Source: an optimization exercise on an open RTL-to-GDS flow (aim: small area, a short achievable clock period and few clock cycles per item). Production flows keep margins and buffers that such runs may drop.
Function was checked by simulation only, so behaviour that the tests miss may differ from the original.
Power and IR drop assume default switching activity.

==> run G: inputs <==
Design nt_unit, start of the top module:
module nt_unit (
    input  wire        clk,
    input  wire        rst,
    input  wire        start,
    input  wire [2:0]  op,
    input  wire [63:0] opa,
    input  wire [63:0] opb,
    input  wire [63:0] opc,
    output wire        ready,
    output reg         done,
    output reg  [7:0]  err,
    output wire [63:0] res0,
    output wire [63:0] res1,
    output wire [63:0] res2
);
    localparam [2:0] OP_EGCD   = 3'd0,
                     OP_MODINV = 3'd1,
                     OP_POW    = 3'd2,
                     OP_ISPOW2 = 3'd3,
                     OP_BITREV = 3'd4;
    localparam [7:0] E_NONE        = 8'h00,
                     E_INVALID_GCD = 8'h06,
                     E_INVALID_EXP = 8'h07,
                     E_ILLEGAL     = 8'h10,
                     E_INVALID_MOD = 8'h13,
                     E_OPERAND_RNG = 8'h15;
    localparam [4:0] S_IDLE = 5'd0,
                     S_DEC  = 5'd1,
                     S_G    = 5'd2,    
                     S_D    = 5'd3,    
                     S_NEG  = 5'd4,    
                     S_CONV = 5'd5,    
                     S_XLD  = 5'd6,    
                     S_LOOP = 5'd7,    
                     S_MM   = 5'd8,    
                     S_MMC  = 5'd9,    
                     S_FIN  = 5'd10,   
                     S_FB1  = 5'd11,   
                     S_FB2  = 5'd12,   
                     S_FB3  = 5'd13,   
                     S_FB4  = 5'd14,   
                     S_EEND = 5'd15,   
                     S_INV3 = 5'd16,   
                     S_BREV = 5'd17,
  ...
==> flow/config.mk <==
export PLATFORM = sky130hd
export DESIGN_NAME = nt_unit
export DESIGN_NICKNAME = nt_unit
export VERILOG_FILES = /design/flow/design.v
export SDC_FILE = /design/flow/constraint.sdc
export NUM_CORES = 4
export LEC_CHECK = 0
export CAP_MARGIN = 20
export CELL_PAD_IN_SITES_DETAIL_PLACEMENT = 1
export CELL_PAD_IN_SITES_GLOBAL_PLACEMENT = 1
export CORE_MARGIN = 2
export CORE_UTILIZATION = 40
export PLACE_DENSITY = 0.6
export SLEW_MARGIN = 20
export TNS_END_PERCENT = 10
export SETUP_SLACK_MARGIN = 9.5
==> flow/constraint.sdc <==
create_clock -name core_clock -period 15.0 [get_ports {clk}]
set_input_delay 3.0000 -clock core_clock [delete_from_list [all_inputs] [get_ports {clk}]]
set_output_delay 3.0000 -clock core_clock [all_outputs]
set_load 0.01 [all_outputs]
standard.sh (not shown) runs the stock make flow with config.mk's settings and CLKGATE_MAP_FILE= SYNTH_SCRIPT=/design/flow/synth_recipe.tcl, a recipe that flattens the netlist after the stock synthesis.
==> flow/flow/run.sh <==
#!/bin/bash
set -euo pipefail
cd "$(dirname "${BASH_SOURCE[0]}")/.."
echo "export SETUP_SLACK_MARGIN = 9.5" >> config.mk
bash standard.sh finish > flow_make.log 2>&1
==> inputs of run K, as changes to run G <==
--- a/flow/design.v
+++ b/flow/design.v
@@ -45,11 +45,11 @@
                      S_FBE  = 5'd18,   
                      S_ABS  = 5'd19,   
                      S_P2   = 5'd20;   
     localparam [1:0] M_EGCD = 2'd0, M_INV = 2'd1, M_RED = 2'd2;
     localparam [1:0] D_P = 2'd0, D_X = 2'd1, D_FIN = 2'd2;
-    localparam [1:0] C_NOP = 2'd0, C_SHL = 2'd1, C_SUB = 2'd2, C_SWAP = 2'd3;
+    localparam [2:0] C_NOP = 3'd0, C_SHL = 3'd1, C_SUB = 3'd2, C_SWAP = 3'd3, C_SHL4 = 3'd4;
     reg [4:0]  state;
     reg        rdy;
     reg [2:0]  opq;
     reg [1:0]  emode;
     reg        neg;         
@@ -61,11 +61,11 @@
     reg [4:0]  nd;          
     reg [3:0]  mu;          
     reg        en0, en12;
     reg        isg;         
     reg        rcin;
-    reg [1:0]  cop;         
+    reg [2:0]  cop;         
     reg        cge;
     reg [63:0] IA, IB, IC;      
     reg [63:0] R0, R1, S0, S1, T0, T1;
     reg [63:0] AS;
     reg [65:0] CS, CC;
@@ -121,11 +121,12 @@
     wire [64:0] rs   = ksadd(R0, ~R1, rcin);    
     wire        dge  = rs[64];
     wire [63:0] rdf  = rs[63:0];
     wire [63:0] rrev = ~rs[63:0];    
     wire        gge  = ge64({1'b0, R0[63:1]}, R1);
-    wire        rge  = isg ? gge : dge;
+    wire        gge4 = ge64({4'b0, R0[63:4]}, R1);
+    wire        rge  = dge;
     wire [63:0] sdf = S0 - S1;
     wire [63:0] tdf = T0 - T1;
     wire        r1z = (R1 == 64'd0);
     wire        r0z = (R0 == 64'd0);
     wire        ez  = (T1 == 64'd0);
@@ -271,17 +272,21 @@
     always @(posedge clk) begin
         begin
             done <= 1'b0;
             ns   = state;
             cop  <= C_NOP;
-            cge  <= rge;
+            cge  <= dge;
             if (emode != M_RED) begin
                 case (cop)
                 C_SHL: begin
                     S1 <= {S1[62:0], 1'b0};
                     if (emode == M_EGCD) T1 <= {T1[62:0], 1'b0};
                 end
+                C_SHL4: begin
+                    S1 <= {S1[59:0], 4'b0};
+                    if (emode == M_EGCD) T1 <= {T1[59:0], 4'b0};
+                end
                 C_SUB: begin
                     if (cge) S0 <= sdf;
                     S1 <= {S1[63], S1[63:1]};
                     if (emode == M_EGCD) begin
                         if (cge) T0 <= tdf;
@@ -317,46 +322,56 @@
                 pvalid <= 1'b0;
                 wb     <= 1'b0;
                 emode  <= M_RED;
                 case (opq)
                 OP_EGCD: begin
+                    R0    <= IA;
+                    R1    <= IB;
+                    S0    <= 64'd1;
+                    S1    <= 64'd0;
+                    T0    <= 64'd0;
+                    T1    <= 64'd1;
+                    emode <= M_EGCD;
                     if (a_neg || b_neg) begin
                         err   <= E_OPERAND_RNG;
                         en0   <= 1'b0;
                         done  <= 1'b1;
                         rdy   <= 1'b1;
                         ns    = S_IDLE;
                     end else begin
-                        R0    <= IA;
-                        R1    <= IB;
-                        S0    <= 64'd1;
-                        S1    <= 64'd0;
-                        T0    <= 64'd0;
-                        T1    <= 64'd1;
-                        emode <= M_EGCD;
                         en12  <= 1'b1;
                         ns    = S_G;
                     end
                 end
                 OP_MODINV: begin
+                    R0    <= IA;
+                    S0    <= a_neg ? 64'd1 : 64'hFFFF_FFFF_FFFF_FFFF;
+                    S1    <= 64'd0;
+                    T0    <= IB;
+                    R1    <= 64'd0;
+                    emode <= M_INV;
                     if (b_le0) begin
                         err   <= E_INVALID_MOD;
                         en0   <= 1'b0;
                         done  <= 1'b1;
                         rdy   <= 1'b1;
                         ns    = S_IDLE;
                     end else begin
-                        R0    <= IA;
-                        S0    <= a_neg ? 64'd1 : 64'hFFFF_FFFF_FFFF_FFFF;
-                        S1    <= 64'd0;
-                        T0    <= IB;
-                        R1    <= 64'd0;
-                        emode <= M_INV;
                         ns    = S_ABS;
                     end
                 end
                 OP_POW: begin
+                    R0    <= IA;
+                    R1    <= 64'd0;
+                    S0    <= a_neg ? 64'd1 : 64'hFFFF_FFFF_FFFF_FFFF;
+                    S1    <= 64'd0;
+                    T0    <= IC;
+                    T1    <= IB;
+                    nd    <= ndv;
+                    mu    <= muv;
+                    modd  <= IC[0];
+                    emode <= b_m1 ? M_INV : M_RED;
                     if (b_neg && !b_m1) begin
                         err   <= E_INVALID_EXP;
                         en0   <= 1'b0;
                         done  <= 1'b1;
                         rdy   <= 1'b1;
@@ -366,45 +381,33 @@
                         en0   <= 1'b0;
                         done  <= 1'b1;
                         rdy   <= 1'b1;
                         ns    = S_IDLE;
                     end else begin
-                        R0    <= IA;
-                        R1    <= 64'd0;
-                        S0    <= a_neg ? 64'd1 : 64'hFFFF_FFFF_FFFF_FFFF;
-                        S1    <= 64'd0;
-                        T0    <= IC;
-                        T1    <= IB;
-                        nd    <= ndv;
-                        mu    <= muv;
-                        modd  <= IC[0];
-                        emode <= b_m1 ? M_INV : M_RED;
                         ns    = S_ABS;
                     end
                 end
                 OP_ISPOW2: begin
                     R0    <= IA;
                     ns    = S_P2;
                 end
                 OP_BITREV: begin
+                    S0  <= IA;
+                    R0  <= 64'd0;
+                    cnt <= IB[6:0];
                     if (IB > 64'd64) begin
                         err   <= E_OPERAND_RNG;
                         en0   <= 1'b0;
                         done  <= 1'b1;
                         rdy   <= 1'b1;
                         ns    = S_IDLE;
-                    end else begin
-                        S0  <= IA;
-                        R0  <= 64'd0;
-                        cnt <= IB[6:0];
-                        if (IB[6:0] == 7'd0) begin
-                            done  <= 1'b1;
-                            rdy   <= 1'b1;
-                            ns    = S_IDLE;
-                        end else
-                            ns    = S_BREV;
-                    end
+                    end else if (IB[6:0] == 7'd0) begin
+                        done  <= 1'b1;
+                        rdy   <= 1'b1;
+                        ns    = S_IDLE;
+                    end else
+                        ns    = S_BREV;
                 end
                 default: begin
                     err   <= E_ILLEGAL;
                     en0   <= 1'b0;
                     done  <= 1'b1;
@@ -435,16 +438,31 @@
                 end
             end
             S_G: begin
                 if (r1z && emode != M_RED) begin
                     ns = S_EEND;
-                end else if (rge) begin
+                end else if (gge4) begin
+                    R1  <= {R1[59:0], 4'b0};
+                    cop <= C_SHL4;
+                    cnt <= cnt + 7'd4;
+                end else if (gge) begin
                     R1  <= {R1[62:0], 1'b0};
                     cop <= C_SHL;
                     cnt <= cnt + 7'd1;
+                end else if (cnt != 7'd0) begin
+                    if (dge) R0 <= rdf;
+                    R1  <= {1'b0, R1[63:1]};
+                    cop <= C_SUB;
+                    cnt <= cnt - 7'd1;
+                    ns  = S_D;
+                end else if (emode == M_RED) begin
+                    if (dge) R0 <= rdf;
+                    ns = S_NEG;
                 end else begin
-                    ns = S_D;
+                    R0  <= R1;
+                    R1  <= dge ? rdf : R0;
+                    cop <= C_SWAP;
                 end
             end
             S_D: begin
                 if (cnt != 7'd0) begin
                     if (rge) R0 <= rdf;
@@ -460,10 +478,14 @@
                     cop <= C_SWAP;
                     ns  = S_G;
                 end
             end
             S_EEND: begin
+                if (emode != M_EGCD) begin
+                    R0    <= S0;
+                    R1    <= (!S0[63] && !s0z) ? T0 : 64'd0;
+                end
                 if (emode == M_EGCD) begin
                     done  <= 1'b1;
                     rdy   <= 1'b1;
                     ns    = S_IDLE;
                 end else if (R0 != 64'd1) begin
@@ -471,23 +493,21 @@
                     en0   <= 1'b0;
                     done  <= 1'b1;
                     rdy   <= 1'b1;
                     ns    = S_IDLE;
                 end else begin
-                    R0    <= S0;
-                    R1    <= (!S0[63] && !s0z) ? T0 : 64'd0;
                     ns    = S_INV3;
                 end
             end
             S_INV3: begin
                 R0    <= rrev;
                 done  <= 1'b1;
                 rdy   <= 1'b1;
                 ns    = S_IDLE;
             end
             S_NEG: begin
-                if (neg && !r0z) R0 <= rrev;
+                if (neg) R0 <= rrev;
                 cnt <= {nd, 2'b00};
                 if (modd) R1 <= {1'b0, R1[63:1]};
                 ns  = modd ? S_CONV : S_XLD;
             end
             S_CONV: begin
@@ -528,13 +548,11 @@
                         dest  <= D_FIN;
                         cnt   <= {2'b00, nd};
                         ns    = S_MM;
                     end else begin
                         R0    <= S1;
-                        done  <= 1'b1;
-                        rdy   <= 1'b1;
-                        ns    = S_IDLE;
+                        ns    = S_FIN;
                     end
                 end else if (T1[0]) begin
                     T1[0] <= 1'b0;
                     if (!pvalid) begin
                         S1     <= xv;
Settings changed: PLACE_DENSITY 0.6 to 0.55.
==> inputs of run Y, as changes to run G <==
--- a/flow/design.v
+++ b/flow/design.v
@@ -121,11 +121,11 @@
     wire [64:0] rs   = ksadd(R0, ~R1, rcin);    
     wire        dge  = rs[64];
     wire [63:0] rdf  = rs[63:0];
     wire [63:0] rrev = ~rs[63:0];    
     wire        gge  = ge64({1'b0, R0[63:1]}, R1);
-    wire        rge  = isg ? gge : dge;
+    wire        rge  = dge;
     wire [63:0] sdf = S0 - S1;
     wire [63:0] tdf = T0 - T1;
     wire        r1z = (R1 == 64'd0);
     wire        r0z = (R0 == 64'd0);
     wire        ez  = (T1 == 64'd0);
@@ -271,11 +271,11 @@
     always @(posedge clk) begin
         begin
             done <= 1'b0;
             ns   = state;
             cop  <= C_NOP;
-            cge  <= rge;
+            cge  <= dge;
             if (emode != M_RED) begin
                 case (cop)
                 C_SHL: begin
                     S1 <= {S1[62:0], 1'b0};
                     if (emode == M_EGCD) T1 <= {T1[62:0], 1'b0};
@@ -317,46 +317,56 @@
                 pvalid <= 1'b0;
                 wb     <= 1'b0;
                 emode  <= M_RED;
                 case (opq)
                 OP_EGCD: begin
+                    R0    <= IA;
+                    R1    <= IB;
+                    S0    <= 64'd1;
+                    S1    <= 64'd0;
+                    T0    <= 64'd0;
+                    T1    <= 64'd1;
+                    emode <= M_EGCD;
                     if (a_neg || b_neg) begin
                         err   <= E_OPERAND_RNG;
                         en0   <= 1'b0;
                         done  <= 1'b1;
                         rdy   <= 1'b1;
                         ns    = S_IDLE;
                     end else begin
-                        R0    <= IA;
-                        R1    <= IB;
-                        S0    <= 64'd1;
-                        S1    <= 64'd0;
-                        T0    <= 64'd0;
-                        T1    <= 64'd1;
-                        emode <= M_EGCD;
                         en12  <= 1'b1;
                         ns    = S_G;
                     end
                 end
                 OP_MODINV: begin
+                    R0    <= IA;
+                    S0    <= a_neg ? 64'd1 : 64'hFFFF_FFFF_FFFF_FFFF;
+                    S1    <= 64'd0;
+                    T0    <= IB;
+                    R1    <= 64'd0;
+                    emode <= M_INV;
                     if (b_le0) begin
                         err   <= E_INVALID_MOD;
                         en0   <= 1'b0;
                         done  <= 1'b1;
                         rdy   <= 1'b1;
                         ns    = S_IDLE;
                     end else begin
-                        R0    <= IA;
-                        S0    <= a_neg ? 64'd1 : 64'hFFFF_FFFF_FFFF_FFFF;
-                        S1    <= 64'd0;
-                        T0    <= IB;
-                        R1    <= 64'd0;
-                        emode <= M_INV;
                         ns    = S_ABS;
                     end
                 end
                 OP_POW: begin
+                    R0    <= IA;
+                    R1    <= 64'd0;
+                    S0    <= a_neg ? 64'd1 : 64'hFFFF_FFFF_FFFF_FFFF;
+                    S1    <= 64'd0;
+                    T0    <= IC;
+                    T1    <= IB;
+                    nd    <= ndv;
+                    mu    <= muv;
+                    modd  <= IC[0];
+                    emode <= b_m1 ? M_INV : M_RED;
                     if (b_neg && !b_m1) begin
                         err   <= E_INVALID_EXP;
                         en0   <= 1'b0;
                         done  <= 1'b1;
                         rdy   <= 1'b1;
@@ -366,45 +376,33 @@
                         en0   <= 1'b0;
                         done  <= 1'b1;
                         rdy   <= 1'b1;
                         ns    = S_IDLE;
                     end else begin
-                        R0    <= IA;
-                        R1    <= 64'd0;
-                        S0    <= a_neg ? 64'd1 : 64'hFFFF_FFFF_FFFF_FFFF;
-                        S1    <= 64'd0;
-                        T0    <= IC;
-                        T1    <= IB;
-                        nd    <= ndv;
-                        mu    <= muv;
-                        modd  <= IC[0];
-                        emode <= b_m1 ? M_INV : M_RED;
                         ns    = S_ABS;
                     end
                 end
                 OP_ISPOW2: begin
                     R0    <= IA;
                     ns    = S_P2;
                 end
                 OP_BITREV: begin
+                    S0  <= IA;
+                    R0  <= 64'd0;
+                    cnt <= IB[6:0];
                     if (IB > 64'd64) begin
                         err   <= E_OPERAND_RNG;
                         en0   <= 1'b0;
                         done  <= 1'b1;
                         rdy   <= 1'b1;
                         ns    = S_IDLE;
-                    end else begin
-                        S0  <= IA;
-                        R0  <= 64'd0;
-                        cnt <= IB[6:0];
-                        if (IB[6:0] == 7'd0) begin
-                            done  <= 1'b1;
-                            rdy   <= 1'b1;
-                            ns    = S_IDLE;
-                        end else
-                            ns    = S_BREV;
-                    end
+                    end else if (IB[6:0] == 7'd0) begin
+                        done  <= 1'b1;
+                        rdy   <= 1'b1;
+                        ns    = S_IDLE;
+                    end else
+                        ns    = S_BREV;
                 end
                 default: begin
                     err   <= E_ILLEGAL;
                     en0   <= 1'b0;
                     done  <= 1'b1;
@@ -435,16 +433,27 @@
                 end
             end
             S_G: begin
                 if (r1z && emode != M_RED) begin
                     ns = S_EEND;
-                end else if (rge) begin
+                end else if (gge) begin
                     R1  <= {R1[62:0], 1'b0};
                     cop <= C_SHL;
                     cnt <= cnt + 7'd1;
+                end else if (cnt != 7'd0) begin
+                    if (dge) R0 <= rdf;
+                    R1  <= {1'b0, R1[63:1]};
+                    cop <= C_SUB;
+                    cnt <= cnt - 7'd1;
+                    ns  = S_D;
+                end else if (emode == M_RED) begin
+                    if (dge) R0 <= rdf;
+                    ns = S_NEG;
                 end else begin
-                    ns = S_D;
+                    R0  <= R1;
+                    R1  <= dge ? rdf : R0;
+                    cop <= C_SWAP;
                 end
             end
             S_D: begin
                 if (cnt != 7'd0) begin
                     if (rge) R0 <= rdf;
@@ -460,10 +469,14 @@
                     cop <= C_SWAP;
                     ns  = S_G;
                 end
             end
             S_EEND: begin
+                if (emode != M_EGCD) begin
+                    R0    <= S0;
+                    R1    <= (!S0[63] && !s0z) ? T0 : 64'd0;
+                end
                 if (emode == M_EGCD) begin
                     done  <= 1'b1;
                     rdy   <= 1'b1;
                     ns    = S_IDLE;
                 end else if (R0 != 64'd1) begin
@@ -471,23 +484,21 @@
                     en0   <= 1'b0;
                     done  <= 1'b1;
                     rdy   <= 1'b1;
                     ns    = S_IDLE;
                 end else begin
-                    R0    <= S0;
-                    R1    <= (!S0[63] && !s0z) ? T0 : 64'd0;
                     ns    = S_INV3;
                 end
             end
             S_INV3: begin
                 R0    <= rrev;
                 done  <= 1'b1;
                 rdy   <= 1'b1;
                 ns    = S_IDLE;
             end
             S_NEG: begin
-                if (neg && !r0z) R0 <= rrev;
+                if (neg) R0 <= rrev;
                 cnt <= {nd, 2'b00};
                 if (modd) R1 <= {1'b0, R1[63:1]};
                 ns  = modd ? S_CONV : S_XLD;
             end
             S_CONV: begin
@@ -528,13 +539,11 @@
                         dest  <= D_FIN;
                         cnt   <= {2'b00, nd};
                         ns    = S_MM;
                     end else begin
                         R0    <= S1;
-                        done  <= 1'b1;
-                        rdy   <= 1'b1;
-                        ns    = S_IDLE;
+                        ns    = S_FIN;
                     end
                 end else if (T1[0]) begin
                     T1[0] <= 1'b0;
                     if (!pvalid) begin
                         S1     <= xv;
Settings changed: PLACE_DENSITY 0.6 to 0.55.
==> run summary <==
metric                                                                                run Y          run K               run G
Result of the run                                                  finished with violations  timing/DRC/antenna clean  timing/DRC/antenna clean
Reasons for failing layout checks                                                slew limit              -                   -
Power Dens Cells                                                                165 mW/mm^2    184 mW/mm^2         183 mW/mm^2
Critical path data arrival time                                                     6390 ps        6680 ps             6480 ps
Area of the multi-input gates                                                   0.0594 mm^2    0.0629 mm^2         0.0579 mm^2
Setup clock skew after layout                                                       69.2 ps        48.0 ps             61.0 ps
Global Route met1 Usage                                                               62.4%          61.8%               60.0%
Antenna violations before repair                                                        104             89                  47
Final Power                                                                         16.2 mW        18.8 mW             17.6 mW
Layout cell share with drive strength beyond 1                                        8.37%          8.66%               8.24%
Minimum setup slack in the final design                                             9160 ps        9080 ps             9170 ps
Clock-pin slew on the worst setup and hold paths                                      60 ps          80 ps               70 ps
Share of the synthesized area in the top cell type                                    12.6%          12.1%               12.8%
Post-layout minimum cycle time                                                      5840 ps        5920 ps             5830 ps
Area added between synthesis and finish                                               15.3%          15.2%               15.0%
Post-cts repair resize count                                                             64             69                  34
Xor/xnor share of the synthesized area                                                2.66%          2.61%               2.87%
Seq/total area                                                                        20.4%          19.6%               20.8%
Met3 Track Usage GR                                                                   21.6%          22.4%               18.9%
Startpoint of the worst register-to-register path                           CS[7]$_DFFE_PP_  T0[0]$_DFF_P_  emode[0]$_DFFE_PP_
P_sw                                                                                8.35 mW        9.91 mW             9.11 mW
Final standard cell count with taps included and fillers excluded                     13928          14597               13525
Final net count                                                                       12007          12559               11662
Total sequential power                                                              3.61 mW        3.79 mW             3.55 mW
Wire length the detailed router placed on met1                                    210000 um      217000 um           199000 um
Highest-delay cell along the critical path                                         a21boi_0       o211ai_1               buf_4
Testbench counts of run G, summed over its fixed seeds: cycles 615,697, ops 2,000.
Testbench counts of run K, summed over its fixed seeds: cycles 567,732, ops 2,000.
Testbench counts of run Y, summed over its fixed seeds: cycles 597,501, ops 2,000.

-- static timing again, ports no longer ideal --
The flow's constraints put no driver on any port. The routed layouts listed below were extracted and timed again, unchanged, in two steps.
Step 1 sets driving cells, clkbuf_16 on the clock port and buf_2 on the other inputs (assumed; they add their load-dependent delay and slew).
Step 2 times the ports against the registers' clock, not the clock port: input delays grow and output delays shrink by t, the midpoint of the rising clock arrivals with the driver on.
a / b / c = no drivers / after step 1 / after step 2; a / b = the first two.
| run | t (ns) | setup slack, ns | hold slack, ns | latest minus earliest clock arrival (ns) | slew at the worst register clock pin (ns) |
|---|---|---|---|---|---|
| run G | 0.907 | 9.168 / 9.143 / 9.168 | 0.467 / 0.467 / 0.467 | 0.062 / 0.061 | 0.07 / 0.07 |
| run K | 0.949 | 9.078 / 9.016 / 9.078 | 0.545 / 0.545 / 0.545 | 0.049 / 0.049 | 0.08 / 0.08 |
| run Y | 0.930 | 9.161 / 9.118 / 9.122 | 0.557 / 0.557 / 0.557 | 0.069 / 0.069 | 0.07 / 0.07 |
The setup slack of run Y, which loses most, moves by -0.043 ns with the drivers and by -0.039 ns with both steps.
